Source: an optimization exercise on an open RTL-to-GDS flow (aim: small area, a short achievable clock period and few clock cycles). Production flows keep margins and buffers that such runs may drop. Where RTL was checked, it was by simulation tests only, not by an equivalence proof against the original. Power and IR drop assume default switching activity.

## s1desc_unit
module s1desc_unit (
    input  wire        clk,
    input  wire        rst,
    input  wire        cmd_valid,
    output wire        cmd_ready,
    input  wire [7:0]  cmd_op,
    input  wire [63:0] cmd_a,
    input  wire [64:0] cmd_b,
    input  wire [63:0] cmd_c,
    input  wire [64:0] cmd_d,
    input  wire [2:0]  cmd_attrs,
    output wire        rsp_valid,
    output wire [3:0]  rsp_status,
    output wire [63:0] rsp_data,
    output wire        mem_req,
    output wire        mem_we,
    output wire [47:0] mem_addr,
    output wire [63:0] mem_wdata,
    input  wire        mem_gnt,
    input  wire [63:0] mem_rdata
);
clock: 10.0 ns
lec_check: 0
cap_margin: 20
core_margin: 2
core_utilization: 40
cts_buf_list: sky130_fd_sc_hd__clkbuf_4 sky130_fd_sc_hd__clkbuf_8
slew_margin: 20
standard.sh (not shown) runs the stock make flow with config.mk's settings and CLKGATE_MAP_FILE= SYNTH_SCRIPT=/design/flow/synth_recipe.tcl, a recipe that flattens the netlist after the stock synthesis.
==> flow/flow/run.sh <==
#!/bin/bash
# The standard layout (standard.sh, unchanged synthesis), with two
# changes to how it is built: repair_timing aims for 6.5 ns of setup slack
# against the unchanged 10 ns constraint, and the port buffers that
# buffer_ports inserts use the smallest buffer cell. The whole ORFS output
# goes to flow_standard.log; per-step logs stay under orfs/logs/.
set -euo pipefail
bash standard.sh SETUP_SLACK_MARGIN=6.5 "BUFFER_PORTS_ARGS=-buffer_cell sky130_fd_sc_hd__buf_1" finish > flow_standard.log 2>&1
The baseline passed the timing, design-rule and antenna checks.
Testbench counts at the start, summed over its fixed seeds: cycles 27,274.
Edit:
--- a/flow/design.v
+++ b/flow/design.v
@@ -45,35 +45,36 @@
     reg [3:0]  rs_q;
     reg [47:30] rdh_q;           
     reg [15:0] rdl_q;            
     reg        rd53_q, rd54_q;   
     reg        initialized;
     reg        mmu_m;            
     reg        mreq_q;
     reg        mwe_q;
     reg        l2f_q;            
     reg [13:0] ap_q;             
+    reg [29:16] rdm_q;           
     reg        wpg_q, wxn_q, wndev_q, wro_q;
     reg        is_pa_q;          
     reg        lk_err_q;         
     reg        rdp_q;            
     reg        vcur_q;           
     reg        vnx_q;            
     reg [6:0]  q_gtab, q_eqab;   
     reg [6:0]  q_gtcd;           
     reg [6:0]  q_eqcd;
     reg [24:0] q_sz;             
     reg        q_al_bad, q_b_over, q_d_over, q_d_pend, q_a_oob;
     assign cmd_ready  = rdy_q;
     assign rsp_valid  = rv_q;
     assign rsp_status = rs_q;
-    assign rsp_data   = {9'h0, rd54_q, rd53_q, 5'h0, rdh_q, ap_q, rdl_q};
+    assign rsp_data   = {9'h0, rd54_q, rd53_q, 5'h0, rdh_q, rdm_q, rdl_q};
     assign mem_req   = mreq_q;
     assign mem_we    = mwe_q;
     assign mem_addr  = {27'h0, 1'b1, 2'b00, l2f_q, ap_q, 3'b000};
     assign mem_wdata = {9'h0, wpg_q, wxn_q, 5'h0, 18'h0, rdh_q[43:30],
                         5'h0, wpg_q, wpg_q, wndev_q, wro_q, 2'b00,
                         2'b00, wndev_q, 2'b11};
     wire [7:0]  op    = cmd_op;
     wire        op_hi = |op[7:4];
     wire [15:0] opd;             
     genvar gi;
@@ -224,35 +225,36 @@
         q_eqcd <= eqcd;
         q_sz   <= szp;
         q_al_bad <= a_lo_nz | (|cmd_b[15:0]) | (|cmd_c[15:0]) | (|cmd_d[15:0]);
         q_b_over <= cmd_b[64] & (|cmd_b[63:16]);
         q_d_over <= cmd_d[64] & (|cmd_d[63:16]);
         q_d_pend <= (|cmd_d[64:31]) | (cmd_d[30] & (|cmd_d[29:16]));
         q_a_oob  <= a_oob;
         rdp_q <= mreq_q & !mwe_q & mem_gnt;
         if (s_lkd) begin
             rdh_q <= is_pa_q ? 18'h0 : mem_rdata[47:30];
-            ap_q  <= is_pa_q ? 14'h0 : mem_rdata[29:16];
+            rdm_q <= is_pa_q ? 14'h0 : mem_rdata[29:16];
             rd54_q      <= 1'b0;
             rd53_q      <= 1'b0;
         end else begin
+            rdm_q       <= rd_hi_imm[13:0];
             rd54_q      <= opl[0];
             rd53_q      <= opl[0] & cmd_attrs[2];
         end
         if (s_lkd & is_pa_q)
             rdl_q[2:0] <= da_m[2:0];
         if (rdy_q) begin
             rs_q     <= st_imm;
             rdl_q    <= rd_lo_imm;
             is_pa_q  <= opl[10];
             lk_err_q <= lk_err_op | a_oob;
-            ap_q     <= rd_hi_imm[13:0];
+            ap_q     <= cmd_a[29:16];
             l2f_q    <= 1'b0;
             rdh_q    <= {rd_hi_imm[31:28], opl[7] ? cmd_c[29:16] : rd_hi_imm[27:14]};
             vnx_q    <= 1'b0;
             wpg_q    <= 1'b1;
             wxn_q    <= cmd_attrs[2];
             wndev_q  <= !cmd_attrs[0];
             wro_q    <= cmd_attrs[1];
         end
         if (rst) begin
             rdy_q  <= 1'b1;
Effect:
- The new run finished with timing, DRC and antenna clean
- power fell by 0.82%
- area after synthesis rises by 2.7%
- wire length increases by 2.9%
- clock power drops by 5.2%
- via count goes up by 1.5%
- worst hold slack is worse by 0.014 ns
- count of clock-buffer cells in the layout does not change
- global-route usage went up by 0.44 points
- sequential share of layout area went up by 1.4 points
- die area increases by 2.7%
- core utilization is lower by 0.58 points
- non-clock buffer count shrinks by 19
Only the layout flow was run in the second run of this note; the RTL was not checked for function there.

[re-timing with driven ports]
How much do the figures lean on ideal ports? The routed layouts below were timed once more, with nothing changed but the port constraints. Step 1, drivers: a clkbuf_16 drives clk and a buf_2 each remaining input, both assumed. Step 2 moves the port delays by t, midway between the first and last clock arrival at a register: inputs arrive t later, outputs are due t later. That takes back most of the time a late clock gives input paths. Three values: no drivers, after step 1, after step 2; two values: the first two.
run	t (ns)	setup slack, ns	worst register clock-pin slew, ns
the first run	0.518	6.521 / 6.504 / 5.986	0.10 / 0.10
the second run	0.536	6.501 / 6.517 / 5.980	0.10 / 0.10
After both steps every run listed still meets setup and hold. For the first run, which loses most, drivers alone change the setup slack by -0.017 ns; drivers and shift together by -0.535 ns.
